This is an optimization exercise on Yosys and OpenROAD, whose aim is small area, a short achievable clock period and few clock cycles, not a production implementation. RTL that was checked went through simulation tests only; none was proved equivalent to the original. Only the layout flow was run in run 2; the RTL was not checked for function there. Power is estimated from default activity; no workload was simulated.

### design.v
module crc16_serial (
    input  wire [15:0] crc,
    input  wire [7:0]  din,
    input  wire        feed,
    output wire [15:0] nxt
);
    wire [7:0] x0 = (crc[15:8] ^ din) & {8{feed}};
    wire [7:0] x  = x0 ^ {4'h0, x0[7:4]};
    assign nxt = {crc[7:0], 8'h00} ^ {x[3:0], 12'h000} ^ {3'b000, x, 5'b00000} ^ {8'h00, x};
endmodule
module frame_encoder (
    input  wire       clk,
    input  wire       rst,
    input  wire       in_valid,
    input  wire [7:0] in_data,
    output reg        in_ready,
    output reg        tx_valid,
    output reg  [7:0] tx_data,
    output reg        tx_last,
    input  wire       tx_ready
);
    localparam [7:0] START = 8'h7E;
    localparam [7:0] ESC   = 8'h7D;
    localparam [2:0] E_START = 3'd0,
                     E_OP    = 3'd1,
                     E_LEN   = 3'd2,
                     E_PAY   = 3'd3,
                     E_CRCL  = 3'd4,
                     E_CRCH  = 3'd5;
    reg  [2:0]  state;
    reg  [7:0]  remain;      
    reg         pend;        
    reg         pb;          
    reg  [15:0] crc;
    wire [15:0] crc_nxt;
    reg         sk_valid;
    reg  [7:0]  sk_data;
    reg         sk_last;
    crc16_serial u_crc (.crc(crc), .din(in_data), .feed(body_state && !rst), .nxt(crc_nxt));
    wire body_state = (state == E_OP) || (state == E_LEN) || (state == E_PAY);
    wire room       = !sk_valid;
    wire   take     = in_valid && in_ready;
    wire res_in = (in_data[7:2]  == 6'b011111) && (in_data[1]  ^ in_data[0]);
    wire res_lo = (crc[7:2]      == 6'b011111) && (crc[1]      ^ crc[0]);
    wire res_hi = (crc[15:10]    == 6'b011111) && (crc[9]      ^ crc[8]);
    wire       crcl  = (state == E_CRCL);
    wire       crch  = (state == E_CRCH);
    wire [7:0] src   = pend                ? {6'b011111, !pb, pb} :
                       (state == E_START)  ? START :
                       crcl                ? crc[7:0] :
                       crch                ? crc[15:8] : in_data;
    wire       esc   = !pend && (crcl ? res_lo : crch ? res_hi : (body_state && res_in));
    wire [7:0] g_data  = {src[7:2], src[1] && !esc, src[0] || esc};
    wire       g_valid = pend || crcl || crch || in_valid;
    wire       g_last  = pend ? (state == E_START) : (crch && !res_hi);
    wire make = room && g_valid;
    always @(posedge clk) begin
        if (take || rst || (state == E_START) || (crch && make && !pend))
            crc <= crc_nxt;
    end
    always @(posedge clk) begin
        if (take) begin
            if (state == E_LEN) remain <= in_data;
            else                remain <= remain - 8'd1;
        end
    end
    always @(posedge clk) begin
        if (!pend)
            pb <= (state == E_CRCL) ? crc[0] : (state == E_CRCH) ? crc[8] : in_data[0];
    end
    always @(posedge clk) begin
        if (!tx_valid || tx_ready) begin
            tx_data <= sk_valid ? sk_data : g_data;
            tx_last <= sk_valid ? sk_last : g_last;
        end
        if (room) begin
            sk_data <= g_data;
            sk_last <= g_last;
        end
    end
    reg [2:0] state_n;
    reg       pend_n;
    always @(*) begin
        state_n = state;
        pend_n  = pend;
        if (make) begin
            if (pend) begin
                pend_n = 1'b0;
            end else begin
                case (state)
                E_START: state_n = E_OP;
                E_OP, E_LEN, E_PAY: begin
                    pend_n = res_in;
                    if (state == E_OP)
                        state_n = E_LEN;
                    else if (state == E_LEN)
                        state_n = (in_data == 8'd0) ? E_CRCL : E_PAY;
                    else if (remain == 8'd1)
                        state_n = E_CRCL;
                end
                E_CRCL: begin
                    pend_n  = res_lo;
                    state_n = E_CRCH;
                end
                E_CRCH: begin
                    pend_n  = res_hi;
                    state_n = E_START;
                end
                default: state_n = E_START;
                endcase
            end
        end
    end
    wire sk_valid_n = tx_valid && !tx_ready && (sk_valid || make);
    always @(posedge clk) begin
        if (rst) begin
            state    <= E_START;
            pend     <= 1'b0;
            tx_valid <= 1'b0;
            sk_valid <= 1'b0;
            in_ready <= 1'b0;
        end else begin
            state    <= state_n;
            pend     <= pend_n;
            tx_valid <= sk_valid || make || (tx_valid && !tx_ready);
            sk_valid <= sk_valid_n;
            in_ready <= !sk_valid_n && !pend_n &&
                        ((state_n == E_OP) || (state_n == E_LEN) || (state_n == E_PAY));
        end
    end
endmodule
module frame_decoder (
    input  wire       clk,
    input  wire       rst,
    input  wire       rx_valid,
    input  wire [7:0] rx_data,
    input  wire       rx_last,
    output reg        rx_ready,
    output reg        body_valid,
    output reg  [7:0] body_data,
    input  wire       body_ready,
    output reg        res_valid,
    output reg  [2:0] res_cause,
    input  wire       res_ready
);
    localparam [7:0] START = 8'h7E;
    localparam [7:0] ESC   = 8'h7D;
    localparam [2:0] C_OK     = 3'd0,
                     C_MARKER = 3'd1,
                     C_TRUNC  = 3'd2,
                     C_LENGTH = 3'd3,
                     C_CRC    = 3'd4;
    localparam [3:0] D_START = 4'd0,
                     D_OP    = 4'd1,
                     D_LEN   = 4'd2,
                     D_PAY   = 4'd3,
                     D_CRCL  = 4'd4,
                     D_CRCH  = 4'd5,
                     D_DONE  = {1'b1, C_OK},
                     D_EMARK = {1'b1, C_MARKER},
                     D_ELEN  = {1'b1, C_LENGTH},
                     D_ECRC  = {1'b1, C_CRC};
    reg  [3:0]  dph;
    reg         escf;
    reg  [7:0]  remain;      
    reg         lo_ok;       
    reg  [15:0] crc;
    wire [15:0] crc_nxt;
    reg         bs_valid;
    reg  [7:0]  bs_data;
    reg         rs_valid;
    reg  [2:0]  rs_cause;
    wire crc_feed;
    crc16_serial u_crc (.crc(crc), .din(rx_data), .feed(crc_feed), .nxt(crc_nxt));
    wire   take     = rx_valid && rx_ready;
    wire in_frame   = (dph == D_OP) || (dph == D_LEN) || (dph == D_PAY) ||
                      (dph == D_CRCL) || (dph == D_CRCH);
    wire body_ph    = (dph == D_OP) || (dph == D_LEN) || (dph == D_PAY);
    wire is_esc     = (rx_data == ESC);
    wire is_content = in_frame && (escf || !is_esc);
    wire is_body    = body_ph && (escf || !is_esc);
    wire hi_ok      = (crc[15:8] == rx_data);
    reg [3:0] dph_nxt;
    always @(*) begin
        dph_nxt = dph;
        case (dph)
        D_START: dph_nxt = (rx_data == START) ? D_OP : D_EMARK;
        D_OP:    if (is_content) dph_nxt = D_LEN;
        D_LEN:   if (is_content) dph_nxt = (rx_data == 8'd0) ? D_CRCL : D_PAY;
        D_PAY:   if (is_content && remain == 8'd1) dph_nxt = D_CRCL;
        D_CRCL:  if (is_content) dph_nxt = D_CRCH;
        D_CRCH:  if (is_content) dph_nxt = (lo_ok && hi_ok) ? D_DONE : D_ECRC;
        D_DONE:  dph_nxt = D_ELEN;
        default: ;
        endcase
    end
    wire [2:0] cause_nxt = dph_nxt[3] ? dph_nxt[2:0] : C_TRUNC;
    wire push_b = take && is_body;
    wire push_r = take && rx_last;
    wire crc_shift = rst || (take && (rx_last || (dph == D_START)));
    assign crc_feed = !rst && !rx_last && (dph != D_START);
    always @(posedge clk) begin
        if (push_b || crc_shift)
            crc <= crc_nxt;
    end
    always @(posedge clk) begin
        if (take && is_content) begin
            if (dph == D_LEN) remain <= rx_data;
            else              remain <= remain - 8'd1;
            lo_ok <= (crc[7:0] == rx_data);
        end
    end
    wire bs_valid_n = body_valid && !body_ready && (bs_valid || push_b);
    wire rs_valid_n = res_valid && !res_ready && (rs_valid || push_r);
    always @(posedge clk) begin
        if (!body_valid || body_ready) body_data <= bs_valid ? bs_data : rx_data;
        if (!bs_valid)                 bs_data   <= rx_data;
        if (!res_valid || res_ready)   res_cause <= rs_valid ? rs_cause : cause_nxt;
        if (!rs_valid)                 rs_cause  <= cause_nxt;
    end
    always @(posedge clk) begin
        if (rst) begin
            body_valid <= 1'b0;
            bs_valid   <= 1'b0;
            res_valid  <= 1'b0;
            rs_valid   <= 1'b0;
            rx_ready   <= 1'b1;
        end else begin
            body_valid <= bs_valid || push_b || (body_valid && !body_ready);
            bs_valid   <= bs_valid_n;
            res_valid  <= rs_valid || push_r || (res_valid && !res_ready);
            rs_valid   <= rs_valid_n;
            rx_ready   <= !bs_valid_n && !rs_valid_n;
        end
    end
    always @(posedge clk) begin
        if (take)
            escf <= in_frame && !escf && is_esc;
    end
    always @(posedge clk) begin
        if (rst)
            dph <= D_START;
        else if (take)
            dph <= rx_last ? D_START : dph_nxt;
    end
endmodule
module frame_codec (
    input  wire       clk,
    input  wire       rst,
    input  wire       enc_valid,
    input  wire [7:0] enc_data,
    output wire       enc_ready,
    output wire       tx_valid,
    output wire [7:0] tx_data,
    output wire       tx_last,
    input  wire       tx_ready,
    input  wire       rx_valid,
    input  wire [7:0] rx_data,
    input  wire       rx_last,
    output wire       rx_ready,
    output wire       body_valid,
    output wire [7:0] body_data,
    input  wire       body_ready,
    output wire       res_valid,
    output wire [2:0] res_cause,
    input  wire       res_ready
);
    frame_encoder u_enc (
        .clk(clk), .rst(rst),
        .in_valid(enc_valid), .in_data(enc_data), .in_ready(enc_ready),
        .tx_valid(tx_valid), .tx_data(tx_data), .tx_last(tx_last),
        .tx_ready(tx_ready)
    );
    frame_decoder u_dec (
        .clk(clk), .rst(rst),
        .rx_valid(rx_valid), .rx_data(rx_data), .rx_last(rx_last),
        .rx_ready(rx_ready),
        .body_valid(body_valid), .body_data(body_data), .body_ready(body_ready),
        .res_valid(res_valid), .res_cause(res_cause), .res_ready(res_ready)
    );
endmodule
### standard.sh
#!/bin/bash
# synth_recipe.tcl (not shown) runs the flow's synth.tcl, then flattens the netlist and writes it again
# the make line also repeats each setting of config.mk as NAME=value (left out here)
make -C /OpenROAD-flow-scripts/flow DESIGN_CONFIG=/design/flow/config.mk WORK_HOME=/design/flow/orfs CLKGATE_MAP_FILE= SYNTH_SCRIPT=/design/flow/synth_recipe.tcl "${@:-finish}"
### constraint.sdc
create_clock -name core_clock -period 4.0 [get_ports {clk}]
set_input_delay 0.8000 -clock core_clock [delete_from_list [all_inputs] [get_ports {clk}]]
set_output_delay 0.8000 -clock core_clock [all_outputs]
set_load 0.01 [all_outputs]
### config.mk
export PLATFORM = sky130hd
export DESIGN_NAME = frame_codec
export DESIGN_NICKNAME = frame_codec
export VERILOG_FILES = /design/flow/design.v
export SDC_FILE = /design/flow/constraint.sdc
export NUM_CORES = 4
export LEC_CHECK = 0
export ABC_AREA = 1
export ABC_CLOCK_PERIOD_IN_PS = 2000
export CAP_MARGIN = 20
export CORE_MARGIN = 2
export CORE_UTILIZATION = 40
export SETUP_SLACK_MARGIN = 2.2
export SLEW_MARGIN = 20
export TNS_END_PERCENT = 0
export BUFFER_PORTS_ARGS = -buffer_cell sky130_fd_sc_hd__buf_1
export CTS_ARGS = -sink_clustering_enable -repair_clock_nets -buf_list "sky130_fd_sc_hd__clkbuf_4 sky130_fd_sc_hd__clkbuf_8" -dont_use_dummy_load
### flow/run.sh
#!/bin/bash
# Standard ORFS layout with small port buffers and no CTS dummy loads.
set -euo pipefail
cat >> config.mk <<'CFG'
export BUFFER_PORTS_ARGS = -buffer_cell sky130_fd_sc_hd__buf_1
export CTS_ARGS = -sink_clustering_enable -repair_clock_nets -buf_list "sky130_fd_sc_hd__clkbuf_4 sky130_fd_sc_hd__clkbuf_8" -dont_use_dummy_load
CFG
bash standard.sh > standard.log 2>&1
==> results of run 1 <==
==> final timing paths <==
path / to / start
min: u_dec.rs_cause[2] / u_dec.rs_cause[2]
max reg2reg: u_dec.res_cause[1] / u_dec.dph[0]
max: u_enc.crc[12] / enc_data[4]
min reg2reg: u_dec.rs_cause[2] / u_dec.rs_cause[2]
==> area by class of cell <==
| cell class | instances | area, um^2 |
|---|---|---|
| Inverter | 81 | 312 |
| Sequential cell | 107 | 2860 |
| Multi-Input combinational cell | 387 | 2280 |
| Tap cell | 176 | 220 |
| Timing Repair Buffer | 62 | 325 |
| Fill cell | 1267 | 6960 |
| Clock buffer | 9 | 124 |
==> worst min-delay path: cells and delay by family, from the launching register on <==
kind,cells,cell delay [ns]
AND/OR/NAND/NOR,2,0.12
flip-flops,1,0.31
==> flip-flops by register name, summed over array words and instances, names as in the netlist, 4 cells and up <==
name,count
u_enc.tx_data,8
u_enc.sk_data,8
u_dec.bs_data,8
u_enc.crc,16
u_dec.body_data,8
u_enc.remain,8
u_dec.remain,8
u_dec.crc,16
u_dec.dph,4
==> power by group <==
group	switching, uW	total [uW]	internal, uW	leakage [uW]
combinational	277	444	166	0.00131
clock	326	528	203	0.0000647
sequential	77.7	1400	1320	0.00104
total	681	2370	1690	0.00241
==> cell families (layout without fill, tap and decap cells) <==
family,count (synthesis),in the layout,synth area share
adder cells (fa/ha/maj),5,5,0.0118
buffers and inverters,90,152,0.0654
AND/OR/NAND/NOR,252,253,0.210
flip-flops,107,107,0.538
XOR/XNOR,55,55,0.0923
AO/OA/AOI/OAI,74,74,0.0815
==> cells in the final DEF, fill, tap and decap left out, types with 3 or more instances in the layout <==
cell type / n
nand2_1: 126
edfxtp_1: 71
inv_1: 68
buf_1: 39
nor2_1: 36
dfxtp_1: 31
o21ai_0: 30
xor2_1: 28
nand3_1: 26
xnor2_1: 25
a21oi_1: 17
buf_4: 17
nand2_2: 12
nor2_4: 11
inv_2: 11
nor2_2: 9
clkbuf_8: 9
nor3_1: 7
nand4_1: 7
nand3_2: 6
o221ai_1: 5
a31oi_1: 5
dfxtp_2: 5
o22a_1: 4
ha_1: 4
o21ai_1: 3
nor3_2: 3
clkbuf_2: 3
==> metal layers <==
| layer | track usage | wire (um) | part of all wire |
|---|---|---|---|
| met3 | 0.0503 | 461 | 0.039 |
| met1 | 0.200 | 5110 | 0.43 |
| met2 | 0.293 | 5960 | 0.51 |
| met4 | 0.0677 | 245 | 0.021 |
| met5 | 0 | 0 | 0 |
==> metrics by stage <==
| step | worst slack, ns | hold slack [ns] | instance area, um^2 | util | power (uW) |
|---|---|---|---|---|---|
| global placement | 1.54 | 0.441 | 5700 | 0.436 | 1820 |
| finish | 2.23 | 0.461 | 6120 | 0.468 | 2370 |
| CTS | 2.08 | 0.466 | 5890 | 0.450 | 2370 |
| floorplan | 1.90 | 0.418 | 5340 | - | 1710 |
| global route | 2.15 | 0.507 | 6120 | 0.468 | 2510 |
| detailed placement | 1.50 | 0.445 | 5700 | 0.436 | 1830 |
==> what timing repair did <==
item / CTS / global route
cloned: 0 / 1
buffers inserted: 1 / 11
hold endpoints to repair: 0 / 0
endpoints found under the setup margin: 72 / 77
gates resized for setup: 10 / 66
pin swaps: 1 / 19
==> flow_metrics.tcl, run 1 <==
set metrics [dict create \
    crit_buf_inv 1 \
    die_w_um 119 \
    worst_pin_slew_ns 0.522 \
    period_needed_ns 1.77 \
    antenna_found_initial 0 \
    cts_buffers 9 \
    clock_skew_ns 0.0166 \
    place_inst 800 \
    grt_pass1_wl_um 18900 \
    ys_warn_count 2 \
    leakagePower_uw 0.00241 \
    io_pins 49 \
    cpLargestDelayFamily "XOR/XNOR gates" \
    synth_most_common_cell "nand2_1" \
    synthFlopType "edfxtp_1" \
    synth_cell_types 37 \
    core_region_area_um2 13100 \
    cpMostUsedCell "xor2_1" \
    min_path_cells 2 \
    syn_area_per_cell_um2 9.09 \
    syn_inst 583 \
    peakVddDrop_v 0.000296 \
    drt-wirelength-per-cell_um 14.3 \
    vias_per_cell 4.95 \
    max_slew_margin 0.652 \
    critical-path-slowest-cell "xor2_1" \
    netlist_top_cells_count "nand2_1, inv_1, edfxtp_1" \
    cts_tree "built" \
    fin_cells 822 \
    rrSetupSlack_ns 2.28 \
    drt-initial-drc-count 226 \
    drv_slew 0 \
    clock_path_buffers 2 \
    cts.sinks 107 \
    gr-total-overflow 0 \
    hold_path.class "reg -> reg" \
    root_buffer "clkbuf_8" \
    io_buffers 48 \
    post-dp-hpwl_um 8680 \
    p_per_area_nw_per_um2 388 \
    worst_ep_required_time_ns 4.10 \
    cts.clk_slew.worst_paths_ns 0.08 \
    dieArea_um2 14200 \
    drive_gt1_frac 0.156 \
    maxCapViolations 0 \
    worstPathMaxFanout 5 \
    grt.total_usage 0.171 \
    synthesis.nets 612 \
    ys_top_cells_by_area "edfxtp_1, dfxtp_1, nand2_1" \
    place.gp.congestion 0.860 \
    drc_errors 0 \
    synth_top_cell_area_share 0.402 \
    synth.yosys.seq_area_share 0.538 \
    crit_type "in -> reg" \
    synth_edf_count 71 \
    firstDrtPassIters 4 \
    htree_levels 3 \
    fin_crit_sh 0.442 \
    cts_hold_buf 0 \
    yosys.area.top_type "edfxtp_1" \
    crit_path_max_incr_delay_ns 0.28 \
    row_count 42 \
    clock_latency_ns 0.38 \
    status "timing/DRC/antenna clean" \
    clock.fmax_mhz 566 \
    drtAntennaViolNets 0 \
    finalSetupViolations 0 \
    setup-tns-final_ns 0 \
    ys_ff_latch 107 \
    finalHoldViolations 0 \
    die_h_um 119 \
    grt_max_degree 19 \
    path_depth 5 \
    worstPathArrival_ns 1.87 \
    vias 4065 \
    grt_pass1_vias 3995 \
    area_growth_pct 15.6 \
    crit_path_start_kind "input pin" \
    synth-async-reset-ratio 0 \
    rsz0062_at_grt "yes" \
    diodes 0 \
    initial_core_util 0.405 \
    reg2reg_depth 11 \
    crit_chain "buf_1, xor2_1, xor2_1, nor3_2, xor2_1" \
    nets 677 \
    endpoint_kind "flop" \
    syn_area_um2 5300 \
    drt-total-wl_um 11800 \
]
Testbench counts, summed over its fixed seeds: cycles 4,443.
==> run 2: changes to the inputs <==
--- a/design.v
+++ b/design.v
@@ -153,8 +153,7 @@
     localparam [3:0] D_START = 4'd0,
                      D_OP    = 4'd1,
                      D_LEN   = 4'd2,
-                     D_PAY   = 4'd3,
-                     D_CRCL  = 4'd4,
+                     D_PAY   = 4'd3,      
                      D_CRCH  = 4'd5,
                      D_DONE  = {1'b1, C_OK},
                      D_EMARK = {1'b1, C_MARKER},
@@ -174,8 +173,9 @@
     crc16_serial u_crc (.crc(crc), .din(rx_data), .feed(crc_feed), .nxt(crc_nxt));
     wire   take     = rx_valid && rx_ready;
     wire in_frame   = (dph == D_OP) || (dph == D_LEN) || (dph == D_PAY) ||
-                      (dph == D_CRCL) || (dph == D_CRCH);
-    wire body_ph    = (dph == D_OP) || (dph == D_LEN) || (dph == D_PAY);
+                      (dph == D_CRCH);
+    wire pay_left   = (remain != 8'd0);
+    wire body_ph    = (dph == D_OP) || (dph == D_LEN) || ((dph == D_PAY) && pay_left);
     wire is_esc     = (rx_data == ESC);
     wire is_content = in_frame && (escf || !is_esc);
     wire is_body    = body_ph && (escf || !is_esc);
@@ -186,9 +186,8 @@
         case (dph)
         D_START: dph_nxt = (rx_data == START) ? D_OP : D_EMARK;
         D_OP:    if (is_content) dph_nxt = D_LEN;
-        D_LEN:   if (is_content) dph_nxt = (rx_data == 8'd0) ? D_CRCL : D_PAY;
-        D_PAY:   if (is_content && remain == 8'd1) dph_nxt = D_CRCL;
-        D_CRCL:  if (is_content) dph_nxt = D_CRCH;
+        D_LEN:   if (is_content) dph_nxt = D_PAY;
+        D_PAY:   if (is_content && !pay_left) dph_nxt = D_CRCH;
         D_CRCH:  if (is_content) dph_nxt = (lo_ok && hi_ok) ? D_DONE : D_ECRC;
         D_DONE:  dph_nxt = D_ELEN;
         default: ;
==> flow/run.sh (replaced) <==
#!/bin/bash
# Standard ORFS layout with small port buffers and no CTS dummy loads.
set -euo pipefail
cat >> config.mk <<'CFG'
export BUFFER_PORTS_ARGS = -buffer_cell sky130_fd_sc_hd__buf_1
export CTS_ARGS = -sink_clustering_enable -repair_clock_nets -buf_list sky130_fd_sc_hd__clkbuf_8 -dont_use_dummy_load
CFG
bash standard.sh > standard.log 2>&1
--- a/config.mk
+++ b/config.mk
@@ -14,4 +14,4 @@
 export SLEW_MARGIN = 20
 export TNS_END_PERCENT = 0
 export BUFFER_PORTS_ARGS = -buffer_cell sky130_fd_sc_hd__buf_1
-export CTS_ARGS = -sink_clustering_enable -repair_clock_nets -buf_list "sky130_fd_sc_hd__clkbuf_4 sky130_fd_sc_hd__clkbuf_8" -dont_use_dummy_load
+export CTS_ARGS = -sink_clustering_enable -repair_clock_nets -buf_list sky130_fd_sc_hd__clkbuf_8 -dont_use_dummy_load
==> flow_metrics.tcl, run 2 <==
set metrics [dict create \
    die_w_um 118 \
    initial_core_util 0.412 \
    worstPathMaxFanout 5 \
    dieArea_um2 14000 \
    synth.yosys.seq_area_share 0.546 \
    maxCapViolations 0 \
    dp_slack_ns 1.31 \
    cts_buffers 9 \
    io_buffers 48 \
    r2r_start "u_dec.dph[2]" \
    holdWs_ns 0.467 \
    rrSetupSlack_ns 2.25 \
    vias 4017 \
    seq_area_um2 2870 \
    worstPathArrival_ns 1.97 \
    cts.sinks 107 \
    clock_skew_ns 0.0304 \
    root_buffer "clkbuf_8" \
    hp-start "u_enc.sk_data[1]" \
    synth_top_cell_area_share 0.408 \
    synth_edf_count 71 \
    peakVddDrop_v 0.000254 \
    yosys.area.top_type "edfxtp_1" \
    switching_share 0.299 \
    max_slew_margin 0.659 \
    final_cell_mix "nand2_1, edfxtp_1, inv_1, nor2_1, buf_1" \
    hold_path.class "reg -> reg" \
    cts.clk_slew.worst_paths_ns 0.10 \
    synthFlopType "edfxtp_1" \
    synth_most_common_cell "nand2_1" \
    reg2reg_depth 7 \
    worst_ep_required_time_ns 4.10 \
    drt-wirelength-per-cell_um 14.6 \
    firstDrtPassIters 5 \
    p_int_uw 1770 \
    row_count 41 \
    ys_top_cells_by_area "edfxtp_1, dfxtp_1, nand2_1" \
    multi_input_area_um2 2250 \
    switchingPower_uw 754 \
    ys_warn_count 2 \
    io_pins 49 \
    post-dp-hpwl_um 8810 \
    drt-initial-drc-count 360 \
    finalHoldViolations 0 \
    cts_tree "built" \
    netlist_top_cells_count "nand2_1, inv_1, edfxtp_1" \
    nets 671 \
    vias_per_cell 4.94 \
    synth-async-reset-ratio 0 \
    fillCellCount 1230 \
    r2r_end "u_dec.crc[11]" \
    htree_levels 3 \
    power.share.sequential 0.580 \
    period_needed_ns 1.87 \
    leakagePower_uw 0.00240 \
    hold_path_end "u_enc.sk_data[1]" \
    synthesis.nets 604 \
    endpoint_kind "flop" \
    syn_inst 576 \
    worst_pin_slew_ns 0.511 \
    crit_type "in -> reg" \
    syn_area_per_cell_um2 9.07 \
    antenna_found_initial 0 \
    diodes 0 \
    place.gp.congestion 0.877 \
    area_growth_pct 16.3 \
    grt.total_usage 0.170 \
    ys_ff_latch 107 \
    grt_max_degree 21 \
    finalSetupViolations 0 \
    gr-total-overflow 0 \
    clock_path_buffers 2 \
    combPwrFrac 0.209 \
    rsz0062_at_grt "yes" \
    p_per_area_nw_per_um2 415 \
    drc_errors 0 \
    final_common_cell "nand2_1" \
    die_h_um 118 \
    syn_area_um2 5220 \
    clock_latency_ns 0.37 \
    min_path_cells 2 \
    drtAntennaViolNets 0 \
    status "timing/DRC/antenna clean" \
    drive_gt1_frac 0.158 \
    pwr-share-clk 0.211 \
    finalPower_uw 2520 \
    drt-total-wl_um 11800 \
    top_regs "u_dec.crc x16, u_enc.crc x16" \
    drv_slew 0 \
    fin_crit_sh 0.468 \
    setup-tns-final_ns 0 \
    grt_pass1_wl_um 18800 \
    grt_pass1_vias 3737 \
    core_region_area_um2 12700 \
    finalWorstSetupSlack_ns 2.13 \
    crit_path_start_kind "input pin" \
    clock.fmax_mhz 535 \
    synth_cell_types 37 \
    cts_hold_buf 0 \
]
## run 2: changes by cell type after synthesis, sizes merged, moves of 3 or more
| cell | before | now |
|---|---|---|
| nand4 | 7 | 11 |
| inv | 81 | 76 |
| nor3 | 11 | 14 |
| or2 | 1 | 6 |
| nor2 | 56 | 64 |
| nand3 | 32 | 23 |
| a21oi | 17 | 14 |
| o21ai | 35 | 32 |
| nand2 | 140 | 137 |
## run 2: final cells by class
cell class,instances,area share
multi-input cells,387,0.371
flip-flops and latches,107,0.472
well taps,172,0.0354
inverters,76,0.0490
repair buffers,62,0.0521
clock buffers,9,0.0204
## run 2: worst max path at each step
| stage | cells after the start | startpoint | slack (ns) | endpoint |
|---|---|---|---|---|
| 4_1_cts | 5 | rst | 1.98 | u_dec.crc[11] |
| 5_1_grt | 8 | u_dec.dph[0] | 2.14 | u_dec.crc[15] |
| 6_report | 5 | enc_data[4] | 2.13 | u_enc.crc[12] |
| 3_5_place_dp | 2 | rst | 1.31 | u_dec.crc[7] |
| 2_1_floorplan | 6 | rx_data[7] | 1.96 | u_dec.crc[0] |
| 3_3_place_gp | 2 | rst | 1.38 | u_dec.crc[2] |
## run 2: worst max-delay path, cell delays in order
cell	delay, ns
buf_1	0.24
xor2_1	0.31
xor2_1	0.12
nor3_2	0.35
xor2_1	0.14
## run 2: per-layer routing
layer,wire length (um),global-route usage,part of all wire,vias up
li1,-,-,-,2035
met1,5720,0.241,0.48,1876
met2,5460,0.265,0.46,93
met3,532,0.0314,0.045,13
met4,136,0.0520,0.011,0
met5,0,0,0,-
## run 2: cell families after synthesis
group / count (synthesis) / synth area share
AOI/OAI and AO/OA: 68 / 0.0755
xor gates and xnor gates: 53 / 0.0903
adders and majority gates: 4 / 0.00958
buffers and inverters: 83 / 0.0596
DFF: 107 / 0.546
and+or+nand+nor: 261 / 0.219
## run 2: power groups by stage
| stage | logic [uW] | clock network (uW) | registers, uW |
|---|---|---|---|
| floorplan | 340 | 0 | 1470 |
| global placement | 475 | 0 | 1480 |
| detailed placement | 480 | 0 | 1480 |
| CTS | 496 | 552 | 1460 |
| global route | 584 | 586 | 1480 |
| finish | 526 | 531 | 1460 |
## run 2: stage by stage
step,utilization,std cells,area [um^2]
floorplan,-,576,5270
global placement,0.446,790,5650
detailed placement,0.446,790,5650
CTS,0.460,802,5830
global route,0.479,813,6070
finish,0.479,813,6070
## run 2: what timing repair did
action / in CTS / in global routing
buffers inserted: 3 / 10
pin swaps: 1 / 8
cloned: 0 / 1
setup endpoints to repair: 82 / 86
gates resized for setup: 6 / 64
==> run 3: changes to the inputs <==
--- a/design.v
+++ b/design.v
@@ -153,7 +153,8 @@
     localparam [3:0] D_START = 4'd0,
                      D_OP    = 4'd1,
                      D_LEN   = 4'd2,
-                     D_PAY   = 4'd3,      
+                     D_PAY   = 4'd3,
+                     D_CRCL  = 4'd4,
                      D_CRCH  = 4'd5,
                      D_DONE  = {1'b1, C_OK},
                      D_EMARK = {1'b1, C_MARKER},
@@ -173,9 +174,8 @@
     crc16_serial u_crc (.crc(crc), .din(rx_data), .feed(crc_feed), .nxt(crc_nxt));
     wire   take     = rx_valid && rx_ready;
     wire in_frame   = (dph == D_OP) || (dph == D_LEN) || (dph == D_PAY) ||
-                      (dph == D_CRCH);
-    wire pay_left   = (remain != 8'd0);
-    wire body_ph    = (dph == D_OP) || (dph == D_LEN) || ((dph == D_PAY) && pay_left);
+                      (dph == D_CRCL) || (dph == D_CRCH);
+    wire body_ph    = (dph == D_OP) || (dph == D_LEN) || (dph == D_PAY);
     wire is_esc     = (rx_data == ESC);
     wire is_content = in_frame && (escf || !is_esc);
     wire is_body    = body_ph && (escf || !is_esc);
@@ -186,8 +186,9 @@
         case (dph)
         D_START: dph_nxt = (rx_data == START) ? D_OP : D_EMARK;
         D_OP:    if (is_content) dph_nxt = D_LEN;
-        D_LEN:   if (is_content) dph_nxt = D_PAY;
-        D_PAY:   if (is_content && !pay_left) dph_nxt = D_CRCH;
+        D_LEN:   if (is_content) dph_nxt = (rx_data == 8'd0) ? D_CRCL : D_PAY;
+        D_PAY:   if (is_content && remain == 8'd1) dph_nxt = D_CRCL;
+        D_CRCL:  if (is_content) dph_nxt = D_CRCH;
         D_CRCH:  if (is_content) dph_nxt = (lo_ok && hi_ok) ? D_DONE : D_ECRC;
         D_DONE:  dph_nxt = D_ELEN;
         default: ;
==> flow/run.sh (replaced) <==
#!/bin/bash
# Standard ORFS layout with three changes:
#  - synthesis is the standard flow's own script, except that the ABC mapping step runs
#    flow/deep.abc (deeper AIG optimisation, area mapping) in place of
#    abc_area.script; registers are mapped before ABC and are untouched,
#  - the port buffers are inserted as small buf_1 cells (the resizer still
#    upsizes any that timing needs),
#  - clock tree synthesis with clkbuf_8 and no dummy loads.
# Each tool's log is under orfs/logs; make's output is in standard.log.
set -euo pipefail
cat >> config.mk <<'CFG'
export BUFFER_PORTS_ARGS = -buffer_cell sky130_fd_sc_hd__buf_1
export CTS_ARGS = -sink_clustering_enable -repair_clock_nets -buf_list sky130_fd_sc_hd__clkbuf_8 -dont_use_dummy_load
CFG
export MY_ABC_SCRIPT="$PWD/flow/deep.abc"
{
  cat <<'TCL'
proc abc {args} {
  set i [lsearch -exact $args -script]
  if {$i >= 0} { set args [lreplace $args [expr {$i+1}] [expr {$i+1}] $::env(MY_ABC_SCRIPT)] }
  yosys abc {*}$args
}
TCL
  cat synth_recipe.tcl
} > my_synth.tcl
sed "s|SYNTH_SCRIPT=[^ ]*synth_recipe.tcl|SYNTH_SCRIPT=$PWD/my_synth.tcl|" standard.sh > my_standard.sh
grep -q "SYNTH_SCRIPT=$PWD/my_synth.tcl" my_standard.sh
bash my_standard.sh > standard.log 2>&1
==> flow/deep.abc (new file) <==
strash
&get -n
&deepsyn -T 60
&put
dch -f
map -a
topo
stime -c
buffer -c
upsize -c
dnsize -c
==> flow_metrics.tcl, run 3 <==
set metrics [dict create \
    status "timing/DRC/antenna clean" \
    firstDrtPassIters 4 \
    row_count 40 \
    syn_area_per_cell_um2 10.1 \
    hold_path.class "reg -> reg" \
    fillCellCount 1114 \
    finalHoldViolations 0 \
    drt-wirelength-per-cell_um 15.8 \
    cts_buffers 9 \
    grt_pass1_vias 3425 \
    synth_cell_types 37 \
    ys_warn_count 2 \
    synth_most_common_cell "edfxtp_1" \
    synth-async-reset-ratio 0 \
    core_region_area_um2 12000 \
    synthFlopType "edfxtp_1" \
    root_buffer "clkbuf_8" \
    final_cell_mix "edfxtp_1, nand2_1, inv_1, nor2_1, buf_1" \
    crit_chain "buf_4, nand4_1, nor3_2, nand2_1, nand2_2, nor2_4, a221o_1, nand2_2, o21ai_2" \
    worstPathMaxFanout 5 \
    clock_skew_ns 0.0271 \
    vias 3548 \
    syn_inst 484 \
    setup-tns-final_ns 0 \
    max_slew_margin 0.653 \
    vias_per_cell 5.10 \
    drive_gt1_frac 0.166 \
    area_growth_pct 17.0 \
    drc_errors 0 \
    cts_tree "built" \
    endpoint_kind "flop" \
    leakagePower_uw 0.00221 \
    crit_path_max_incr_delay_ns 0.34 \
    final_common_cell "edfxtp_1" \
    clock_path_buffers 2 \
    crit_type "in -> reg" \
    clock_latency_ns 0.38 \
    die_w_um 115 \
    crit_path_start_kind "input pin" \
    drt-initial-drc-count 221 \
    clock.fmax_mhz 527 \
    p_per_area_nw_per_um2 428 \
    peakVddDrop_v 0.000297 \
    synth_top_cell_area_share 0.434 \
    cts.clk_slew.worst_paths_ns 0.10 \
    cpMostUsedCell "nand2_2" \
    yosys.area.top_type "edfxtp_1" \
    htree_levels 3 \
    nets 580 \
    rrSetupSlack_ns 2.16 \
    die_h_um 115 \
    synth.yosys.seq_area_share 0.581 \
    dieArea_um2 13200 \
    worstPathArrival_ns 2.01 \
    diodes 0 \
    post-dp-hpwl_um 8060 \
    fin_util 0.478 \
    maxCapViolations 0 \
    antenna_found_initial 0 \
    rsz0062_at_grt "yes" \
    drtAntennaViolNets 0 \
    top_regs "u_dec.crc x16, u_enc.crc x16" \
    synthesis.nets 513 \
    critical-path-slowest-cell "a221o_1" \
    synth_edf_count 71 \
    place.gp.congestion 0.927 \
    fin_crit_sh 0.475 \
    io_pins 49 \
    initial_core_util 0.409 \
    grt_pass1_wl_um 17300 \
    ys_top_cells_by_area "edfxtp_1, dfxtp_1, xnor2_1" \
    period_needed_ns 1.90 \
    worst_ep_required_time_ns 4.11 \
    grt_max_degree 19 \
    io_buffers 48 \
    syn_area_um2 4910 \
    grt.total_usage 0.171 \
    drv_slew 0 \
    ys_ff_latch 107 \
    netlist_top_cells_count "edfxtp_1, nand2_1, inv_1" \
    cts_hold_buf 0 \
    worst_pin_slew_ns 0.518 \
    drt-total-wl_um 11000 \
    cts.sinks 107 \
    finalSetupViolations 0 \
    gr-total-overflow 0 \
]
## run 3: cell types whose count changed in the layout (fill, tap and decap cells not counted), sizes merged, moves of 4 or more
cell    change
nand3      -11
nor2        -7
a22o        +7
inv         -8
nand2      -74
o22ai      +11
o21ai       -6
or2         -5
xnor2      +10
a31oi       -5
buf         +4
clkbuf      -5
xor2        -9
## run 3: final timing paths
path / startpoint / endpoint / cells after the start
max: rx_data[5] / u_dec.res_cause[2] / 9
max reg2reg: u_dec.dph[1] / u_dec.res_cause[2] / 11
min: u_dec.bs_data[1] / u_dec.bs_data[1] / 2
min reg2reg: u_dec.bs_data[1] / u_dec.bs_data[1] / 2
## run 3: kinds of logic after synthesis
kind of cell    share of synthesized area
flops                               0.581
xor+xnor                           0.0964
buf+inv                            0.0569
compound gates                      0.102
simple gates                        0.151
fa+ha+maj                          0.0127
## run 3: critical path, delay by kind of cell
| family | cells | cell delay [ns] |
|---|---|---|
| AND/OR/NAND/NOR | 6 | 0.65 |
| AO/OA/AOI/OAI | 2 | 0.41 |
| buffers and inverters | 1 | 0.14 |
## run 3: per-stage QoR
stage          area [um^2]  setup slack (ns)  power, uW  hold slack, ns  std cells
2_1_floorplan         4950              1.96       1760           0.418        484
3_3_place_gp          5300              1.49       1900           0.435        675
3_5_place_dp          5300              1.42       1910           0.438        675
4_1_cts               5590              2.09       2460           0.464        691
5_1_grt               5740              2.02       2570           0.477        696
6_report              5740              2.10       2460           0.463        696
## run 3: layout make-up
class                           count  area (um^2)  share of cell area
Sequential cell                   107         2860               0.498
Clock buffer                        9          124              0.0216
Multi-Input combinational cell    303         1960               0.341
Inverter                           69          267              0.0464
Tap cell                          147          184              0.0320
Timing Repair Buffer               61          350              0.0610
## run 3: per-layer routing
| layer | GRT usage | part of all wire | up-vias |
|---|---|---|---|
| li1 | - | - | 1782 |
| met1 | 0.233 | 0.47 | 1671 |
| met2 | 0.272 | 0.47 | 84 |
| met3 | 0.0485 | 0.049 | 11 |
| met4 | 0.0402 | 0.011 | 0 |
| met5 | 0 | 0 | - |
## run 3: power by group
group	internal, uW	total [uW]	switching [uW]
combinational	192	471	279
sequential	1350	1460	109
clock	203	528	325
## run 3: repair_timing
action / in CTS / in global routing
resized for setup: 34 / 37
pin swaps: 9 / 16
setup endpoints to repair: 63 / 66
setup buffers: 7 / 5
Testbench counts of run 3, summed over its fixed seeds: cycles 4,443.
==> run 4: changes to the inputs <==
==> flow/deep.abc (replaced) <==
strash
&get -n
&deepsyn -T 60
&put
dch -f
map -a
strash
dch
map -B 0.9
topo
stime -c
buffer -c
upsize -c
dnsize -c
==> flow_metrics.tcl, run 4 <==
set metrics [dict create \
    r2r_start "u_enc.state[2]" \
    netlist_top_cells_count "nand2_1, inv_1, edfxtp_1" \
    clock.fmax_mhz 551 \
    ys_top_cells_by_area "edfxtp_1, dfxtp_1, nand2_1" \
    rrSetupSlack_ns 2.25 \
    p_int_uw 1720 \
    pwr-share-clk 0.215 \
    final_common_cell "nand2_1" \
    gr-total-overflow 0 \
    row_count 41 \
    reg2reg_depth 8 \
    hold_path_end "u_enc.sk_data[1]" \
    ys_ff_latch 107 \
    cts.clk_slew.worst_paths_ns 0.08 \
    drt-total-wl_um 11000 \
    crit_path_start_kind "input pin" \
    diodes 0 \
    drt-wirelength-per-cell_um 14.3 \
    cts_tree "built" \
    combPwrFrac 0.199 \
    switching_share 0.296 \
    place.gp.congestion 0.843 \
    rsz0062_at_grt "yes" \
    yosys.area.top_type "edfxtp_1" \
    worst_pin_slew_ns 0.547 \
    period_needed_ns 1.82 \
    io_pins 49 \
    synthesis.nets 571 \
    worstPathArrival_ns 1.94 \
    drtAntennaViolNets 0 \
    initial_core_util 0.409 \
    synth-async-reset-ratio 0 \
    leakagePower_uw 0.00242 \
    drive_gt1_frac 0.127 \
    setup-tns-final_ns 0 \
    cts.sinks 107 \
    dieArea_um2 13800 \
    wl_met3_um 580 \
    worst_ep_required_time_ns 4.12 \
    post-dp-hpwl_um 8320 \
    syn_inst 542 \
    hold_path.class "reg -> reg" \
    min_path_cells 2 \
    htree_levels 3 \
    vias 3813 \
    synth_most_common_cell "nand2_1" \
    synth_edf_count 71 \
    die_h_um 118 \
    topRoutingLayerUsed "met4" \
    io_buffers 48 \
    drt-initial-drc-count 276 \
    cts_hold_buf 0 \
    area_growth_pct 12.2 \
    peakVddDrop_v 0.000210 \
    maxCapViolations 0 \
    dr_wl_met2_um 4830 \
    synth_top_cell_area_share 0.413 \
    vias_per_cell 4.95 \
    switchingPower_uw 725 \
    finalHoldViolations 0 \
    grt.total_usage 0.167 \
    drc_errors 0 \
    r2r_end "u_enc.crc[4]" \
    top_regs "u_dec.crc x16, u_enc.crc x16" \
    finalSetupViolations 0 \
    core_region_area_um2 12600 \
    syn_area_per_cell_um2 9.52 \
    synth_cell_types 39 \
    ys_warn_count 2 \
    grt_pass1_wl_um 18500 \
    clock_latency_ns 0.39 \
    worstPathMaxFanout 4 \
    synth.yosys.seq_area_share 0.553 \
    clock_skew_ns 0.0252 \
    grt_max_degree 20 \
    hp-start "u_enc.sk_data[1]" \
    drv_slew 0 \
    firstDrtPassIters 4 \
    max_slew_margin 0.634 \
    crit_type "in -> reg" \
    clock_path_buffers 2 \
    fin_area_um2 5790 \
    power.share.sequential 0.586 \
    fin_crit_sh 0.454 \
    p_per_area_nw_per_um2 423 \
    placed_cell_area_um2 5560 \
    wl_met1_um 5360 \
    status "timing/DRC/antenna clean" \
    synthFlopType "edfxtp_1" \
    root_buffer "clkbuf_8" \
    nets 630 \
    final_cell_mix "nand2_1, inv_1, edfxtp_1, nor2_1, buf_1" \
    holdWs_ns 0.464 \
    cts_buffers 9 \
    antenna_found_initial 0 \
    die_w_um 118 \
    endpoint_kind "flop" \
    syn_area_um2 5160 \
    grt_pass1_vias 3758 \
]
-- run 4: kinds of logic (layout without fill, tap and decap cells) --
logic type	Yosys count	in the layout	synth area share
adders and majority gates	5	5	0.0121
buffers and inverters	87	144	0.0650
DFF	107	107	0.553
xor gates and xnor gates	52	52	0.0912
and+or+nand+nor	222	222	0.200
AOI/OAI and AO/OA	69	69	0.0788
-- run 4: layer usage --
layer / vias to the layer above / global-route usage
met3: 19 / 0.0368
li1: 1897 / -
met5: - / 0
met1: 1780 / 0.234
met2: 117 / 0.257
met4: 0 / 0.0587
-- run 4: worst max-delay path by stage --
stage / from / end / slack, ns / cells after the start
3_3_place_gp: rx_data[1] / u_dec.crc[12] / 1.46 / 9
3_5_place_dp: rx_data[1] / u_dec.crc[5] / 1.41 / 9
5_1_grt: u_dec.remain[1] / u_dec.res_cause[2] / 2.08 / 11
6_report: rx_data[2] / u_dec.res_cause[2] / 2.18 / 10
2_1_floorplan: rx_data[3] / u_dec.crc[0] / 1.96 / 8
4_1_cts: rx_data[1] / u_dec.res_cause[2] / 2.09 / 10
-- run 4: area by class of cell --
class                           instances  area [um^2]
Sequential cell                       107         2850
Fill cell                            1244         6830
Multi-Input combinational cell        348         2050
Inverter                               81          305
Tap cell                              172          215
Clock buffer                            9          124
Timing Repair Buffer                   54          249
-- run 4: critical path: stages --
cell and delay [ns]:
buf_1 0.24, nand2_2 0.10, nor2_2 0.12, nand3_2 0.12, nand4_1 0.12, nand2_1 0.10, nand2_1 0.09, nand2_1 0.08
nand3_1 0.09, nand2_1 0.07
-- run 4: power by group through the flow --
| stage | combinational (uW) | sequential [uW] | clock, uW |
|---|---|---|---|
| after CTS | 481 | 1430 | 545 |
| final | 488 | 1430 | 526 |
| after global placement | 462 | 1460 | 0 |
| after detailed placement | 470 | 1460 | 0 |
| after floorplan | 348 | 1440 | 0 |
| after global routing | 547 | 1450 | 580 |
-- run 4: stage by stage --
| step | utilization | power (uW) | std cells | setup slack [ns] |
|---|---|---|---|---|
| floorplan | - | 1790 | 542 | 1.96 |
| global placement | 0.441 | 1920 | 756 | 1.46 |
| detailed placement | 0.441 | 1930 | 756 | 1.41 |
| CTS | 0.454 | 2460 | 767 | 2.09 |
| global route | 0.459 | 2580 | 771 | 2.08 |
| finish | 0.459 | 2450 | 771 | 2.18 |
-- run 4: what timing repair did --
action / in CTS / in global routing
setup buffers: 2 / 4
pin swaps: 2 / 6
setup endpoints to repair: 47 / 65
gates resized for setup: 4 / 18
==> run 5: changes to the inputs <==
==> flow/deep.abc (replaced) <==
strash
&get -n
&deepsyn -T 60
&put
dch
map -B 0.9
topo
stime -c
buffer -c
upsize -c
dnsize -c
==> flow_metrics.tcl, run 5 <==
set metrics [dict create \
    status "timing/DRC/antenna clean" \
    ys_warn_count 2 \
    yosys.area_share.simple 0.194 \
    die_w_um 117 \
    firstDrtPassIters 4 \
    maxCapViolations 0 \
    post-dp-hpwl_um 8400 \
    grt_pass1_vias 3584 \
    min_path_cells 2 \
    clock_skew_ns 0.0295 \
    placed_cell_area_um2 5490 \
    finalPower_uw 2450 \
    rrSetupSlack_ns 2.27 \
    synth_most_common_cell "nand2_1" \
    synth.mux.area_fraction 0 \
    cts_hold_buf 0 \
    drv_slew 0 \
    synthXorXnorAreaFrac 0.0952 \
    clock_path_buffers 2 \
    cpMostUsedCell "xnor2_1" \
    fin_crit_sh 0.455 \
    ys_ff_latch 107 \
    cts.clk_slew.worst_paths_ns 0.08 \
    netlist_top_cells_count "nand2_1, edfxtp_1, inv_1" \
    fin_util 0.462 \
    cts_buffers 9 \
    worstPathArrival_ns 1.92 \
    r2r_end "u_enc.crc[5]" \
    io_buffers 48 \
    io_pins 49 \
    synth-async-reset-ratio 0 \
    crit_path_start_kind "input pin" \
    diodes 0 \
    synth_cell_types 39 \
    drive_gt1_frac 0.136 \
    worst_pin_slew_ns 0.596 \
    synth.yosys.seq_area_share 0.558 \
    place.gp.congestion 0.938 \
    cts.sinks 107 \
    synth_top_family_by_area "simple AND/OR/NAND/NOR gates" \
    reg2reg_depth 6 \
    htree_levels 3 \
    worstPathMaxFanout 5 \
    r2r_start "u_enc.state[2]" \
    synth_edf_count 71 \
    cts_tree "built" \
    period_needed_ns 1.82 \
    final_cell_mix "nand2_1, edfxtp_1, inv_1, nor2_1" \
    nets 628 \
    finalSetupViolations 0 \
    crit_end "u_enc.crc[14]" \
    yosys.area.top_type "edfxtp_1" \
    drtAntennaViolNets 0 \
    p_per_area_nw_per_um2 422 \
    crit_path_max_incr_delay_ns 0.37 \
    synth-compound-area-share 0.0812 \
    drt-initial-drc-count 242 \
    endpoint_kind "flop" \
    initial_core_util 0.407 \
    startpoint "enc_data[6]" \
    final_common_cell "nand2_1" \
    worst_ep_required_time_ns 4.10 \
    root_buffer "clkbuf_8" \
    grt.total_usage 0.170 \
    dieArea_um2 13700 \
    antenna_found_initial 0 \
    drc_errors 0 \
    synth_top_cell_area_share 0.417 \
    critical-path-slowest-cell "xnor2_1" \
    fin_area_um2 5810 \
    clock.fmax_mhz 550 \
    synthesis.nets 572 \
    vias_per_cell 4.96 \
    top_regs "u_dec.crc x16, u_enc.crc x16" \
    syn_area_per_cell_um2 9.42 \
    rsz0062_at_grt "yes" \
    drt-wirelength-per-cell_um 14.6 \
    peakVddDrop_v 0.000179 \
    gr-total-overflow 0 \
    syn_area_um2 5110 \
    crit_chain "buf_1, xnor2_1, xnor2_1, nor2_1, xor2_1" \
    synthAdderAreaFrac 0.0122 \
    finalHoldViolations 0 \
    max_slew_margin 0.601 \
    drt-total-wl_um 11200 \
    area_growth_pct 13.6 \
    die_h_um 117 \
    setup-tns-final_ns 0 \
    hold_path.class "reg -> reg" \
    leakagePower_uw 0.00237 \
    vias 3814 \
    ys_top_cells_by_area "edfxtp_1, dfxtp_1, nand2_1" \
    clock_latency_ns 0.39 \
    core_region_area_um2 12600 \
    synthFlopType "edfxtp_1" \
    row_count 41 \
    grt_max_degree 20 \
    crit_type "in -> reg" \
    grt_pass1_wl_um 17700 \
    syn_inst 543 \
    holdWs_ns 0.458 \
]
-- run 5: layout make-up --
cell class              count  area [um^2]
clock buffers               9          124
fillers                  1180         6760
inverters                  69          259
multi-input cells         357         2100
flip-flops and latches    107         2850
well taps                 172          215
repair buffers             55          263
-- run 5: report_power, final --
group,total [uW],internal (uW),switching (uW)
Combinational,473,186,287
Clock,527,203,325
Sequential,1450,1340,108
-- run 5: cells by family after synthesis --
group                      after synthesis
AOI/OAI and AO/OA                       68
xor gates and xnor gates                53
adders and majority gates                5
buffers and inverters                   79
DFF                                    107
and+or+nand+nor                        231
-- run 5: stage by stage --
stage	cells	setup WS, ns
floorplan	543	1.93
global placement	753	1.50
detailed placement	753	1.43
CTS	763	2.07
global route	769	2.13
finish	769	2.18
-- run 5: metal layers --
layer / vias to the layer above / share of wire / track usage
met1: 1797 / 0.48 / 0.238
met4: 0 / 0.022 / 0.0761
met2: 94 / 0.45 / 0.261
met3: 18 / 0.041 / 0.0263
li1: 1905 / - / -
met5: - / 0 / 0
-- run 5: worst max-delay path: cells and delay by family --
family	cells	cell delay [ns]
xor+xnor	3	0.64
simple gates	1	0.29
buf+inv	1	0.20
-- run 5: repair_timing --
action	in CTS	in global routing
endpoints found under the setup margin	54	63
setup buffers	1	6
gates cloned	0	0
pin swaps	2	11
resized for setup	3	41
-- run 5: worst min path at each step --
stage,startpoint,to
2_1_floorplan,u_dec.bs_data[6],u_dec.bs_data[6]
3_3_place_gp,u_dec.bs_data[4],u_dec.bs_data[4]
3_5_place_dp,u_dec.bs_data[4],u_dec.bs_data[4]
4_1_cts,u_dec.bs_data[6],u_dec.bs_data[6]
5_1_grt,u_dec.bs_data[4],u_dec.bs_data[4]
6_report,u_dec.bs_data[6],u_dec.bs_data[6]
==> run 6: changes to the inputs <==
--- a/config.mk
+++ b/config.mk
@@ -10,7 +10,7 @@
 export CAP_MARGIN = 20
 export CORE_MARGIN = 2
 export CORE_UTILIZATION = 40
-export SETUP_SLACK_MARGIN = 2.2
+export SETUP_SLACK_MARGIN = 2.5
 export SLEW_MARGIN = 20
 export TNS_END_PERCENT = 0
 export BUFFER_PORTS_ARGS = -buffer_cell sky130_fd_sc_hd__buf_1
==> flow_metrics.tcl, run 6 <==
set metrics [dict create \
    status "timing/DRC/antenna clean" \
    io_pins 49 \
    worstPathMaxFanout 5 \
    cts_buffers 9 \
    drt-wirelength-per-cell_um 14.6 \
    finalSetupViolations 0 \
    hold_path.class "reg -> reg" \
    cts.sinks 107 \
    post-dp-hpwl_um 8400 \
    clock_latency_ns 0.39 \
    syn_area_um2 5110 \
    combPwrFrac 0.192 \
    io_buffers 48 \
    drive_gt1_frac 0.141 \
    firstDrtPassIters 6 \
    reg2reg_depth 11 \
    final_cell_mix "nand2_1, edfxtp_1, inv_1, nor2_1, buf_1" \
    vias 3805 \
    syn_area_per_cell_um2 9.42 \
    crit_path_start_kind "input pin" \
    crit_type "in -> reg" \
    path_depth 11 \
    synth_top_cell_area_share 0.417 \
    crit_chain "buf_2, inv_1, nand2_1, nor2_2, nand3_2, nand4_1, nand2_2, nand2_2, nand2_2, nand3_2, nand2_2" \
    p_int_uw 1730 \
    grt.total_usage 0.171 \
    max_slew_margin 0.612 \
    synthFlopType "edfxtp_1" \
    switchingPower_uw 718 \
    ys_warn_count 2 \
    core_region_area_um2 12600 \
    worst_pin_slew_ns 0.580 \
    initial_core_util 0.407 \
    min_path_cells 2 \
    rsz0062_at_grt "yes" \
    ys_ff_latch 107 \
    finalHoldViolations 0 \
    diodes 0 \
    clock_skew_ns 0.0300 \
    critical-path-slowest-cell "nand4_1" \
    htree_levels 3 \
    synthesis.nets 572 \
    antenna_found_initial 0 \
    worstPathArrival_ns 1.93 \
    gr-total-overflow 0 \
    final_common_cell "nand2_1" \
    drv_slew 0 \
    grt_pass1_vias 3613 \
    vias_per_cell 4.95 \
    holdWs_ns 0.453 \
    p_per_area_nw_per_um2 421 \
    peakVddDrop_v 0.000177 \
    fin_area_um2 5820 \
    place.gp.congestion 0.938 \
    fillCellCount 1184 \
    yosys.area.top_type "edfxtp_1" \
    dieArea_um2 13700 \
    crit_buf_inv 2 \
    leakagePower_uw 0.00239 \
    clock_path_buffers 2 \
    drtAntennaViolNets 0 \
    endpoint_kind "flop" \
    drt-initial-drc-count 258 \
    grt_max_degree 20 \
    drt-total-wl_um 11200 \
    cpLargestDelayFamily "simple AND/OR/NAND/NOR gates" \
    nets 628 \
    period_needed_ns 1.77 \
    fin_util 0.463 \
    setup-tns-final_ns 0 \
    row_count 41 \
    top_regs "u_dec.crc x16, u_enc.crc x16" \
    ys_top_cells_by_area "edfxtp_1, dfxtp_1, nand2_1" \
    cpMostUsedCell "nand2_2" \
    grt_pass1_wl_um 17900 \
    synth-async-reset-ratio 0 \
    synth.yosys.seq_area_share 0.558 \
    crit_path_max_incr_delay_ns 0.18 \
    seq_area_um2 2850 \
    multi_input_area_um2 2100 \
    synth_edf_count 71 \
    die_h_um 117 \
    synth_cell_types 39 \
    switching_share 0.293 \
    synth_most_common_cell "nand2_1" \
    pwr-share-clk 0.216 \
    area_growth_pct 13.8 \
    fin_crit_sh 0.443 \
    cts_tree "built" \
    worst_ep_required_time_ns 4.16 \
    syn_inst 543 \
    netlist_top_cells_count "nand2_1, edfxtp_1, inv_1" \
    power.share.sequential 0.592 \
    placed_cell_area_um2 5490 \
    root_buffer "clkbuf_8" \
    drc_errors 0 \
    maxCapViolations 0 \
    die_w_um 117 \
    cts.clk_slew.worst_paths_ns 0.11 \
    clock.fmax_mhz 564 \
]
## run 6: cell counts after synthesis
Identical to the previous run, type by type.
## run 6: power by group through the flow
stage / logic [uW] / registers (uW) / clock network, uW
2_1_floorplan: 337 / 1450 / 0
3_3_place_gp: 443 / 1470 / 0
3_5_place_dp: 447 / 1470 / 0
4_1_cts: 464 / 1450 / 547
5_1_grt: 527 / 1470 / 581
6_report: 472 / 1450 / 528
## run 6: what timing repair did
item,4_1_cts,5_1_grt
pin swaps,7,12
hold buffers,0,0
resized for setup,23,23
setup buffers,4,3
setup endpoints to repair,129,144
## run 6: worst paths after layout
path	startpoint	end	slack, ns
min reg2reg	u_dec.bs_data[6]	u_dec.bs_data[6]	0.45
min	u_dec.bs_data[6]	u_dec.bs_data[6]	0.45
max reg2reg	u_dec.remain[1]	u_dec.res_cause[2]	2.25
max	rx_data[7]	u_dec.res_cause[2]	2.23
## run 6: logic make-up after synthesis
group / count (synthesis) / share of synthesized area
buffers and inverters: 79 / 0.0597
flip-flops: 107 / 0.558
adder cells (fa/ha/maj): 5 / 0.0122
XOR/XNOR: 53 / 0.0952
AND/OR/NAND/NOR: 231 / 0.194
AO/OA/AOI/OAI: 68 / 0.0812
## run 6: worst min-delay path: stages (launching register included)
cell and delay (ns):
dfxtp_1 0.31, nand2_1 0.05, nand2_1 0.05
## run 6: routing by layer
layer / global-route usage / routed length [um] / vias to the layer above
met2: 0.262 / 5100 / 113
li1: - / - / 1903
met4: 0.0784 / 263 / 0
met1: 0.241 / 5280 / 1771
met5: 0 / 0 / -
met3: 0.0263 / 564 / 18
## run 6: per-stage QoR
step	cells	power [uW]	worst slack, ns
global placement	753	1920	1.50
global route	769	2580	2.13
CTS	766	2460	2.24
detailed placement	753	1920	1.43
floorplan	543	1790	1.93
finish	769	2450	2.23
## run 6: cell type report
| cell class | instances | share of cell area |
|---|---|---|
| clock buffers | 9 | 0.0213 |
| inverters | 69 | 0.0445 |
| multi-input cells | 357 | 0.361 |
| flip-flops and latches | 107 | 0.490 |
| well taps | 172 | 0.0370 |
| repair buffers | 55 | 0.0456 |
==> run 7: changes to the inputs <==
==> flow/deep.abc (replaced) <==
strash
&get -n
&deepsyn -T 60
&put
dch -f
map -a
topo
stime -c
buffer -c
upsize -c
dnsize -c
--- a/config.mk
+++ b/config.mk
@@ -10,7 +10,7 @@
 export CAP_MARGIN = 20
 export CORE_MARGIN = 2
 export CORE_UTILIZATION = 40
-export SETUP_SLACK_MARGIN = 2.5
+export SETUP_SLACK_MARGIN = 2.35
 export SLEW_MARGIN = 20
 export TNS_END_PERCENT = 0
 export BUFFER_PORTS_ARGS = -buffer_cell sky130_fd_sc_hd__buf_1
==> flow_metrics.tcl, run 7 <==
set metrics [dict create \
    syn_area_per_cell_um2 10.1 \
    nets 580 \
    clock.fmax_mhz 527 \
    final_common_cell "edfxtp_1" \
    crit_type "in -> reg" \
    clock_path_buffers 2 \
    syn_inst 484 \
    cts.clk_slew.worst_paths_ns 0.10 \
    finalWorstSetupSlack_ns 2.10 \
    ys_top_cells_by_area "edfxtp_1, dfxtp_1, xnor2_1" \
    p_per_area_nw_per_um2 428 \
    worst_ep_required_time_ns 4.11 \
    synth_cell_types 37 \
    yosys.area_share.simple 0.151 \
    synth.yosys.seq_area_share 0.581 \
    clock_skew_ns 0.0271 \
    netlist_top_cells_count "edfxtp_1, nand2_1, inv_1" \
    holdWs_ns 0.463 \
    synth.mux.area_fraction 0 \
    grtUsageMet3 0.0485 \
    drtAntennaViolNets 0 \
    drt-initial-drc-count 221 \
    synth-compound-area-share 0.102 \
    firstDrtPassIters 4 \
    finalSetupViolations 0 \
    gr-total-overflow 0 \
    worstPathArrival_ns 2.01 \
    drt-wirelength-per-cell_um 15.8 \
    final_cell_mix "edfxtp_1, nand2_1, inv_1, nor2_1, buf_1" \
    cts.sinks 107 \
    busiest_layer "met2" \
    row_count 40 \
    seq_area_um2 2860 \
    core_region_area_um2 12000 \
    synth_top_cell_area_share 0.434 \
    drv_slew 0 \
    synth-async-reset-ratio 0 \
    post-dp-hpwl_um 8060 \
    vias_per_cell 5.10 \
    io_buffers 48 \
    place.gp.congestion 0.927 \
    r2r_start "u_dec.dph[1]" \
    multi_input_area_um2 1960 \
    hold_path.class "reg -> reg" \
    finalHoldViolations 0 \
    synth_edf_count 71 \
    status "timing/DRC/antenna clean" \
    maxCapViolations 0 \
    drc_errors 0 \
    synthFlopType "edfxtp_1" \
    area_growth_pct 17.0 \
    fin_crit_sh 0.475 \
    root_buffer "clkbuf_8" \
    worstPathMaxFanout 5 \
    dieArea_um2 13200 \
    setup-tns-final_ns 0 \
    vias 3548 \
    dp_slack_ns 1.42 \
    die_w_um 115 \
    max_slew_margin 0.653 \
    period_needed_ns 1.90 \
    clock_latency_ns 0.38 \
    ys_warn_count 2 \
    fillCellCount 1114 \
    yosys.area.top_type "edfxtp_1" \
    ys_ff_latch 107 \
    synth_top_family_by_area "simple AND/OR/NAND/NOR gates" \
    initial_core_util 0.409 \
    leakagePower_uw 0.00221 \
    htree_levels 3 \
    rrSetupSlack_ns 2.16 \
    synth_most_common_cell "edfxtp_1" \
    grtUsageMet1 0.233 \
    crit_path_start_kind "input pin" \
    cts_buffers 9 \
    grtUsageMet2 0.272 \
    peakVddDrop_v 0.000297 \
    grt_pass1_vias 3425 \
    finalPower_uw 2460 \
    grt_max_degree 19 \
    synthesis.nets 513 \
    syn_area_um2 4910 \
    grt.total_usage 0.171 \
    drt-total-wl_um 11000 \
    io_pins 49 \
    rsz0062_at_grt "yes" \
    die_h_um 115 \
    antenna_found_initial 0 \
    top_regs "u_dec.crc x16, u_enc.crc x16" \
    endpoint_kind "flop" \
    diodes 0 \
    grt_pass1_wl_um 17300 \
    worst_pin_slew_ns 0.518 \
    startpoint "rx_data[5]" \
    synthAdderAreaFrac 0.0127 \
    hp-start "u_dec.bs_data[1]" \
    synthXorXnorAreaFrac 0.0964 \
    cts_tree "built" \
    drive_gt1_frac 0.166 \
]
## run 7: cell count changes in the layout (fill, tap and decap cells not counted), moves of 5 or more
cell     previous run  this run
buf_2              10         2
nand4_1             7        12
buf_6               0         5
nand2_1           104        56
inv_1              63        55
nor2_1             55        47
nand2_2            13         6
buf_4               8        13
## run 7: area by class of cell
type                            count  area share
Sequential cell                   107       0.498
Multi-Input combinational cell    303       0.341
Timing Repair Buffer               61      0.0610
Inverter                           69      0.0464
Tap cell                          147      0.0320
Clock buffer                        9      0.0216
## run 7: per-layer routing
metal	share of wire	vias up
li1	-	1782
met1	0.47	1671
met2	0.47	84
met3	0.049	11
met4	0.011	0
met5	0	-
## run 7: through the flow
step                 util  instance area [um^2]  std cells
global placement    0.441                  5300        675
finish              0.478                  5740        696
CTS                 0.465                  5590        691
global route        0.478                  5740        696
detailed placement  0.441                  5300        675
floorplan               -                  4950        484
## run 7: critical path, stage by stage
cell and delay (ns):
buf_4 0.14, nand4_1 0.11, nor3_2 0.16, nand2_1 0.11, nand2_2 0.11, nor2_4 0.05
a221o_1 0.34, nand2_2 0.11, o21ai_2 0.07
## run 7: cell families (layout without fill, tap and decap cells)
| family | count (synthesis) | after routing |
|---|---|---|
| buffers and inverters | 74 | 139 |
| AO/OA/AOI/OAI | 79 | 79 |
| AND/OR/NAND/NOR | 165 | 165 |
| XOR/XNOR | 54 | 54 |
| adder cells (fa/ha/maj) | 5 | 5 |
| flip-flops | 107 | 107 |
## run 7: path summary, 6_finish.rpt
path                                           end  depth (start not counted)
worst max-delay path            u_dec.res_cause[2]                          9
worst min-delay path              u_dec.bs_data[1]                          2
worst max register to register  u_dec.res_cause[2]                         11
worst min register to register    u_dec.bs_data[1]                          2
## run 7: report_power, final
| group | switching (uW) | leakage [uW] | internal, uW |
|---|---|---|---|
| Clock | 325 | 0.0000647 | 203 |
| Combinational | 279 | 0.00112 | 192 |
| Sequential | 109 | 0.00103 | 1350 |
| Total | 714 | 0.00221 | 1740 |
## run 7: what timing repair did
item / CTS / global route
gates resized for setup: 34 / 37
hold buffers: 0 / 0
pin swaps: 9 / 16
buffers inserted: 7 / 5
endpoints found under the hold margin: 0 / 0
endpoints found under the setup margin: 114 / 130
==> run 8: changes to the inputs <==
--- a/config.mk
+++ b/config.mk
@@ -10,8 +10,8 @@
 export CAP_MARGIN = 20
 export CORE_MARGIN = 2
 export CORE_UTILIZATION = 40
-export SETUP_SLACK_MARGIN = 2.35
+export SETUP_SLACK_MARGIN = 2.3
 export SLEW_MARGIN = 20
-export TNS_END_PERCENT = 0
+export TNS_END_PERCENT = 100
 export BUFFER_PORTS_ARGS = -buffer_cell sky130_fd_sc_hd__buf_1
 export CTS_ARGS = -sink_clustering_enable -repair_clock_nets -buf_list sky130_fd_sc_hd__clkbuf_8 -dont_use_dummy_load
==> flow_metrics.tcl, run 8 <==
set metrics [dict create \
    status "timing/DRC/antenna clean" \
    ys_warn_count 2 \
    syn_inst 484 \
    top_regs "u_dec.crc x16, u_enc.crc x16" \
    period_needed_ns 1.96 \
    setup-tns-final_ns 0 \
    synthesis.nets 513 \
    syn_area_per_cell_um2 10.1 \
    busiest_layer "met2" \
    cts_hold_buf 0 \
    synth-async-reset-ratio 0 \
    nets 598 \
    crit_path_start_kind "input pin" \
    rrSetupSlack_ns 2.07 \
    ys_ff_latch 107 \
    fin_util 0.523 \
    core_region_area_um2 12000 \
    r2r_start "u_dec.dph[2]" \
    grtUsageMet1 0.209 \
    p_int_uw 1840 \
    row_count 40 \
    firstDrtPassIters 4 \
    syn_area_um2 4910 \
    root_buffer "clkbuf_8" \
    worstPathArrival_ns 2.09 \
    combPwrFrac 0.239 \
    startpoint "rx_data[7]" \
    grtUsageMet2 0.319 \
    peakVddDrop_v 0.000353 \
    fin_crit_sh 0.489 \
    worstPathMaxFanout 4 \
    diodes 0 \
    clock_skew_ns 0.0202 \
    place.gp.congestion 0.879 \
    netlist_top_cells_count "edfxtp_1, nand2_1, inv_1" \
    clock_path_buffers 2 \
    holdWs_ns 0.458 \
    dieArea_um2 13200 \
    hp-start "u_dec.rs_cause[2]" \
    grt.total_usage 0.178 \
    antenna_found_initial 0 \
    drt-total-wl_um 11800 \
    die_w_um 115 \
    endpoint_kind "flop" \
    htree_levels 3 \
    vias_per_cell 5.21 \
    cts_buffers 9 \
    synth_edf_count 71 \
    rsz0062_at_grt "yes" \
    max_slew_margin 0.652 \
    switching_share 0.296 \
    drtAntennaViolNets 0 \
    final_common_cell "edfxtp_1" \
    p_per_area_nw_per_um2 416 \
    cts.sinks 107 \
    gr-total-overflow 0 \
    maxCapViolations 0 \
    synth_top_cell_area_share 0.434 \
    area_growth_pct 28.0 \
    finalHoldViolations 0 \
    drc_errors 0 \
    crit_type "in -> reg" \
    placed_cell_area_um2 5490 \
    vias 3720 \
    io_buffers 48 \
    grt_pass1_vias 3642 \
    grt_max_degree 17 \
    switchingPower_uw 774 \
    finalSetupViolations 0 \
    fin_area_um2 6280 \
    die_h_um 115 \
    synthFlopType "edfxtp_1" \
    power.share.sequential 0.560 \
    cts.clk_slew.worst_paths_ns 0.10 \
    drv_slew 0 \
    synth_cell_types 37 \
    grt_pass1_wl_um 18000 \
    pwr-share-clk 0.201 \
    grtUsageMet3 0.0490 \
    drt-wirelength-per-cell_um 16.5 \
    synth_most_common_cell "edfxtp_1" \
    post-dp-hpwl_um 8430 \
    yosys.area.top_type "edfxtp_1" \
    drt-initial-drc-count 149 \
    worst_pin_slew_ns 0.520 \
    io_pins 49 \
    cts_tree "built" \
    drive_gt1_frac 0.312 \
    leakagePower_uw 0.00248 \
    ys_top_cells_by_area "edfxtp_1, dfxtp_1, xnor2_1" \
    clock.fmax_mhz 511 \
    initial_core_util 0.409 \
    final_cell_mix "edfxtp_1, nand2_1, inv_1, nor2_1" \
    synth.yosys.seq_area_share 0.581 \
    hold_path.class "reg -> reg" \
    clock_latency_ns 0.37 \
    worst_ep_required_time_ns 4.14 \
]
-- run 8: cell counts after synthesis --
No cell type changed its count.
-- run 8: area by class of cell --
type / count / area [um^2]
Sequential cell: 107 / 2870
Timing Repair Buffer: 79 / 577
Clock buffer: 9 / 124
Fill cell: 1074 / 5730
Inverter: 69 / 303
Multi-Input combinational cell: 303 / 2220
Tap cell: 147 / 184
-- run 8: cell families after synthesis --
family / count (synthesis) / share of synthesized area
XOR/XNOR: 54 / 0.0964
buffers and inverters: 74 / 0.0569
adder cells (fa/ha/maj): 5 / 0.0127
flip-flops: 107 / 0.581
AND/OR/NAND/NOR: 165 / 0.151
AO/OA/AOI/OAI: 79 / 0.102
-- run 8: repair_timing --
action                                  in CTS  in global routing
pin swaps                                   20                 33
setup buffers                               10                 20
gates resized for setup                     52                 83
endpoints found under the setup margin     105                 99
gates cloned                                 0                  1
-- run 8: final timing paths --
path	endpoint	cells past startpoint
max	u_dec.res_cause[2]	10
min	u_dec.rs_cause[2]	2
max reg2reg	u_dec.res_cause[2]	11
min reg2reg	u_dec.rs_cause[2]	2
-- run 8: per-stage QoR --
stage	setup slack, ns	instances	power, uW
after floorplan	1.98	484	1810
after global placement	1.38	674	1950
after detailed placement	1.34	674	1950
after CTS	2.08	693	2530
after global routing	1.95	714	2740
final	2.04	714	2620
-- run 8: power groups by stage --
| stage | clock (uW) | sequential [uW] | combinational, uW |
|---|---|---|---|
| global route | 583 | 1480 | 684 |
| floorplan | 0 | 1460 | 354 |
| CTS | 548 | 1460 | 517 |
| global placement | 0 | 1480 | 468 |
| finish | 526 | 1460 | 625 |
| detailed placement | 0 | 1480 | 469 |
-- run 8: critical path: stages --
cell and delay (ns):
buf_12 0.12, inv_12 0.04, nand4_1 0.13, nor3_4 0.18, nand2_2 0.09, nand2_2 0.09, nor2_2 0.05, a221o_1 0.39
nand2_2 0.12, o21ai_2 0.07
-- run 8: metal layers --
layer  share of wire  up-vias  wire (um)
li1                -     1823          -
met1            0.42     1800       4970
met2            0.53       84       6230
met3           0.037       13        442
met5               0        -          0
met4           0.014        0        169

Re-timed with assumed drivers on the ports (clkbuf_16 on the clock, buf_2 on other inputs), run 8 has 2.028 ns of setup slack against 2.043 ns with ideal ports, and 1.629 ns once port delays also move by the mid clock arrival of 0.399 ns.
